This is an optimization exercise on Yosys and OpenROAD, whose aim is small area, a short achievable clock period and few clock cycles per item, not a production implementation.
Only simulation tests tie the RTL to the original design; equivalence was not proved.

## the baseline
==> flow/design.v <==
module sha256_core (
    input  wire         clk,
    input  wire         rst,
    input  wire         start,
    input  wire         first,
    input  wire [511:0] block,
    output wire         ready,
    output reg          done,
    output reg  [255:0] digest
);
    reg [5:0]  m;                
    reg [31:0] kc;               
    always @(*) begin
        case (m)
            6'd0:  kc = 32'h428a2f98;  6'd1:  kc = 32'h71374491;
            6'd2:  kc = 32'hb5c0fbcf;  6'd3:  kc = 32'he9b5dba5;
            6'd4:  kc = 32'h3956c25b;  6'd5:  kc = 32'h59f111f1;
            6'd6:  kc = 32'h923f82a4;  6'd7:  kc = 32'hab1c5ed5;
            6'd8:  kc = 32'hd807aa98;  6'd9:  kc = 32'h12835b01;
            6'd10: kc = 32'h243185be;  6'd11: kc = 32'h550c7dc3;
            6'd12: kc = 32'h72be5d74;  6'd13: kc = 32'h80deb1fe;
            6'd14: kc = 32'h9bdc06a7;  6'd15: kc = 32'hc19bf174;
            6'd16: kc = 32'he49b69c1;  6'd17: kc = 32'hefbe4786;
            6'd18: kc = 32'h0fc19dc6;  6'd19: kc = 32'h240ca1cc;
            6'd20: kc = 32'h2de92c6f;  6'd21: kc = 32'h4a7484aa;
            6'd22: kc = 32'h5cb0a9dc;  6'd23: kc = 32'h76f988da;
            6'd24: kc = 32'h983e5152;  6'd25: kc = 32'ha831c66d;
            6'd26: kc = 32'hb00327c8;  6'd27: kc = 32'hbf597fc7;
            6'd28: kc = 32'hc6e00bf3;  6'd29: kc = 32'hd5a79147;
            6'd30: kc = 32'h06ca6351;  6'd31: kc = 32'h14292967;
            6'd32: kc = 32'h27b70a85;  6'd33: kc = 32'h2e1b2138;
            6'd34: kc = 32'h4d2c6dfc;  6'd35: kc = 32'h53380d13;
            6'd36: kc = 32'h650a7354;  6'd37: kc = 32'h766a0abb;
            6'd38: kc = 32'h81c2c92e;  6'd39: kc = 32'h92722c85;
            6'd40: kc = 32'ha2bfe8a1;  6'd41: kc = 32'ha81a664b;
            6'd42: kc = 32'hc24b8b70;  6'd43: kc = 32'hc76c51a3;
            6'd44: kc = 32'hd192e819;  6'd45: kc = 32'hd6990624;
            6'd46: kc = 32'hf40e3585;  6'd47: kc = 32'h106aa070;
            6'd48: kc = 32'h19a4c116;  6'd49: kc = 32'h1e376c08;
            6'd50: kc = 32'h2748774c;  6'd51: kc = 32'h34b0bcb5;
            6'd52: kc = 32'h391c0cb3;  6'd53: kc = 32'h4ed8aa4a;
            6'd54: kc = 32'h5b9cca4f;  6'd55: kc = 32'h682e6ff3;
            6'd56: kc = 32'h748f82ee;  6'd57: kc = 32'h78a5636f;
            6'd58: kc = 32'h84c87814;  6'd59: kc = 32'h8cc70208;
            6'd60: kc = 32'h90befffa;  6'd61: kc = 32'ha4506ceb;
            6'd62: kc = 32'hbef9a3f7;  default: kc = 32'hc67178f2;
        endcase
    end
    localparam [255:0] IV = {32'h6a09e667, 32'hbb67ae85, 32'h3c6ef372, 32'ha54ff53a,
                             32'h510e527f, 32'h9b05688c, 32'h1f83d9ab, 32'h5be0cd19};
    reg         p1, p2;          
    reg         rnd;             
    reg  [5:0]  c;               
    reg         r0, r61, r62, r63, c64, c65;
    reg         rdy;
    reg         use_iv;          
    reg         blk_iv;          
    reg         sd_iv3, sd_a1, sd_a3, sd_rb;    
    reg         g61, g62, g63, g64, g65;        
    reg         ide, ida;                       
    reg         q_iv, q_sum, q_d0, q_nx;        
    reg         u_iv, u_sum, u_d0, u_nx;        
    assign ready = rdy;
    wire accept = start & rdy;
    reg [31:0]  ra, rb, rc;      
    reg [31:0]  re, rf, rg;      
    reg [31:0]  t1;              
    reg [31:0]  hkw;             
    reg [31:0]  dhkw;            
    reg [31:0]  kw;              
    reg [511:0] w;               
    reg [31:0]  wc;              
    wire [31:0] s1   = {re[5:0], re[31:6]} ^ {re[10:0], re[31:11]} ^ {re[24:0], re[31:25]};
    wire [31:0] ch   = (re & rf) ^ (~re & rg);
    wire [31:0] s0   = {ra[1:0], ra[31:2]} ^ {ra[12:0], ra[31:13]} ^ {ra[21:0], ra[31:22]};
    wire [31:0] maj  = (ra & rb) ^ (ra & rc) ^ (rb & rc);
    wire [31:0] e_nx  = dhkw + s1 + ch;
    wire [31:0] t1_nx = hkw + s1 + ch;
    wire [31:0] a_nx  = t1 + s0 + maj;
    wire [31:0] w0   = w[511:480];
    wire [31:0] w1   = w[479:448];
    wire [31:0] w9   = w[223:192];
    wire [31:0] w14  = w[63:32];
    wire [31:0] ss0  = {w1[6:0], w1[31:7]} ^ {w1[17:0], w1[31:18]} ^ (w1 >> 3);
    wire [31:0] ss1  = {w14[16:0], w14[31:17]} ^ {w14[18:0], w14[31:19]} ^ (w14 >> 10);
    wire [31:0] q_s  = ss1 ^ w9 ^ ss0;
    wire [31:0] q_c  = {(ss1[30:0] & w9[30:0]) | (ss1[30:0] & ss0[30:0]) | (w9[30:0] & ss0[30:0]), 1'b0};
    wire [31:0] n_s  = q_s ^ q_c ^ w0;
    wire [31:0] n_c  = {(q_s[30:0] & q_c[30:0]) | (q_s[30:0] & w0[30:0]) | (q_c[30:0] & w0[30:0]), 1'b0};
    wire [31:0] w15  = w[31:0] + wc;
    wire [31:0] da0 = digest[255:224], da1 = digest[223:192], da2 = digest[191:160], da3 = digest[159:128];
    wire [31:0] de0 = digest[127:96],  de1 = digest[95:64],   de2 = digest[63:32],   de3 = digest[31:0];
    reg  step_e;                 
    reg  step_a;                 
    wire [31:0] h_a = ({32{g62}} & IV[159:128]) | ({32{g63}} & IV[191:160]) |
                      ({32{g64}} & IV[223:192]) | ({32{g65}} & IV[255:224]) |
                      ({32{ida}} & da3);
    wire [31:0] h_e = ({32{g61}} & IV[31:0])    | ({32{g62}} & IV[63:32]) |
                      ({32{g63}} & IV[95:64])   | ({32{g64}} & IV[127:96]) |
                      ({32{ide}} & de3);
    wire [31:0] sum_a = h_a + ra;
    wire [31:0] sum_e = h_e + re;
    wire [127:0] a_nxt = step_a ? {sum_a, da0, da1, da2} : digest[255:128];
    wire [127:0] e_nxt = step_e ? {sum_e, de0, de1, de2} : digest[127:0];
    wire [95:0] ini_e = use_iv ? IV[127:32]  : e_nxt[127:32];
    wire [95:0] ini_a = use_iv ? IV[255:160] : a_nxt[127:32];
    wire [31:0] ini_c2 = use_iv ? IV[191:160] : (c64 ? da0 : da2);      
    wire [31:0] ini_g7 = use_iv ? IV[31:0]    : (r63 ? de1 : de3);      
    wire [31:0] d_src = ({32{sd_iv3}} & IV[159:128]) | ({32{sd_a1}} & da1) |
                        ({32{sd_a3}} & da3)          | ({32{sd_rb}} & rb);
    wire [31:0] hkw_nx  = rg + kw;
    wire [31:0] dhkw_nx = d_src + rg + kw;
    wire [31:0] kw_nx   = (p1 ? 32'h428a2f98 : kc) + w0;      
    always @(posedge clk) begin
        kw   <= kw_nx;
        hkw  <= hkw_nx;
        dhkw <= dhkw_nx;
        t1   <= t1_nx;
        re <= ({32{q_iv}} & IV[127:96]) | ({32{q_sum}} & sum_e) |
              ({32{q_d0}} & de0)        | ({32{q_nx}} & e_nx);
        rf <= p2 ? ini_e[63:32] : re;
        rg <= p2 ? ini_e[31:0] : (p1 ? ini_g7 : rf);
        ra <= ({32{u_iv}} & IV[255:224]) | ({32{u_sum}} & sum_a) |
              ({32{u_d0}} & da0)         | ({32{u_nx}} & a_nx);
        rb <= r0 ? ini_a[63:32] : (p2 ? ini_c2 : ra);
        rc <= r0 ? ini_a[31:0] : rb;
        if (rdy) begin
            w  <= block;
            wc <= 32'd0;
        end else begin
            w  <= {w[479:32], w15, n_s};
            wc <= n_c;
        end
        digest <= {a_nxt, e_nxt};
        if (accept)
            use_iv <= first;
        if (rnd & (c == 6'd60))
            blk_iv <= use_iv;
        m <= p1 ? 6'd1 : m + 6'd1;
        sd_iv3 <= p1 & use_iv;
        sd_a1  <= p1 & ~use_iv & r63;
        sd_a3  <= p1 & ~use_iv & ~r63;
        sd_rb  <= ~p1;
        g61    <= rnd & (c == 6'd60) & use_iv;
        g62    <= r61 & blk_iv;
        g63    <= r62 & blk_iv;
        g64    <= r63 & blk_iv;
        g65    <= c64 & blk_iv;
        ide    <= ~((rnd & (c == 6'd60) & use_iv) | ((r61 | r62 | r63) & blk_iv));
        ida    <= ~((r61 | r62 | r63 | c64) & blk_iv);
        q_iv   <= p1 & use_iv;
        q_sum  <= p1 & ~use_iv & r63;
        q_d0   <= p1 & ~use_iv & ~r63;
        q_nx   <= ~p1;
        u_iv   <= p2 & use_iv;
        u_sum  <= p2 & ~use_iv & c64;
        u_d0   <= p2 & ~use_iv & ~c64;
        u_nx   <= ~p2;
        c <= rnd ? c + 6'd1 : 6'd0;
        if (rst) begin
            p1   <= 1'b0;
            p2   <= 1'b0;
            rnd  <= 1'b0;
            r0   <= 1'b0;
            r61  <= 1'b0;
            r62  <= 1'b0;
            r63  <= 1'b0;
            c64  <= 1'b0;
            c65  <= 1'b0;
            done <= 1'b0;
            rdy  <= 1'b1;
            step_e <= 1'b0;
            step_a <= 1'b0;
        end else begin
            p1   <= accept;
            p2   <= p1;
            r0   <= p2;
            rnd  <= p2 | (rnd & ~r63);
            r61  <= rnd & (c == 6'd60);
            r62  <= r61;
            r63  <= r62;
            c64  <= r63;
            c65  <= c64;
            done <= c65;
            step_e <= (rnd & (c == 6'd60)) | r61 | r62 | r63;
            step_a <= r61 | r62 | r63 | c64;
            rdy  <= ~(accept | p1 | ((p2 | (rnd & ~r63)) & ~r61));
        end
    end
endmodule
clock: 9.0 ns
lec_check: 0
cap_margin: 20
core_margin: 2
core_utilization: 50
cts_buf_list: sky130_fd_sc_hd__clkbuf_8
cts_cluster_size: 20
setup_slack_margin: 5
slew_margin: 20
standard.sh (not shown) runs the stock make flow with config.mk's settings and CLKGATE_MAP_FILE= SYNTH_SCRIPT=/design/flow/synth_recipe.tcl, a recipe that flattens the netlist after the stock synthesis.
==> flow/flow/run.sh <==
#!/bin/bash
# The standard layout, with the port buffers made of the smallest buffer
# cell and a clock tree without dummy loads.
set -euo pipefail
bash standard.sh "BUFFER_PORTS_ARGS=-buffer_cell sky130_fd_sc_hd__buf_1" \
  "CTS_ARGS=-sink_clustering_enable -repair_clock_nets -dont_use_dummy_load -sink_clustering_size 20 -buf_list sky130_fd_sc_hd__clkbuf_8" \
  finish > standard_flow.log 2>&1
The final layout from the baseline, which completed every stage, passed the timing, design-rule and antenna checks at the end of the flow.
Testbench counts of the baseline, summed over its fixed seeds: cycles 83,232, items 1,280.
Edits applied to the flow inputs when going from the baseline to the candidate:
==> flow/flow/run.sh <==
#!/bin/bash
# The standard layout, with the port buffers made of the smallest buffer cell.
set -euo pipefail
bash standard.sh "BUFFER_PORTS_ARGS=-buffer_cell sky130_fd_sc_hd__buf_1" finish > standard_flow.log 2>&1
--- outcome ---
Final period utilization for the candidate is higher than for the baseline. Per the comparison of the candidate with the baseline, share of cell area taken by multi-input logic gates lost 0.88 points, register share of the cell area lost 0.63 points, non-clock buffer count lost 0.67%. Looking at total routed wire length on the met1 layer, the candidate sits 300 um lower than the baseline does.

[port drivers added, routing unchanged]
Ports are ideal in the flow. The routed layouts listed here were re-timed in OpenROAD. Step 1 (the two cells are an assumption about what drives the block):
set clk [get_ports {clk}]
set_driving_cell -lib_cell sky130_fd_sc_hd__clkbuf_16 $clk
set_driving_cell -lib_cell sky130_fd_sc_hd__buf_2 [delete_from_list [all_inputs] $clk]
Step 2 adds t to the input delays and takes it off the output delays; t is the mean of the earliest and latest rising clock arrival at the registers after step 1. Input paths then give back, and output paths get back, about the clock's delay inside the block. Three values: ideal ports, drivers, drivers and shift; two values: the first two.
run | t, ns | setup WS [ns] | clock arrival spread, ns | worst data-port slew with drivers (ns) | pins driven straight from the clock port
the baseline | 0.982 | 4.949 / 4.949 / 4.949 | 0.124 / 0.123 | 0.17 | 1
the candidate | 1.011 | 4.899 / 4.899 / 4.899 | 0.066 / 0.066 | 0.16 | 1
After both steps setup and hold are still met in every run listed.
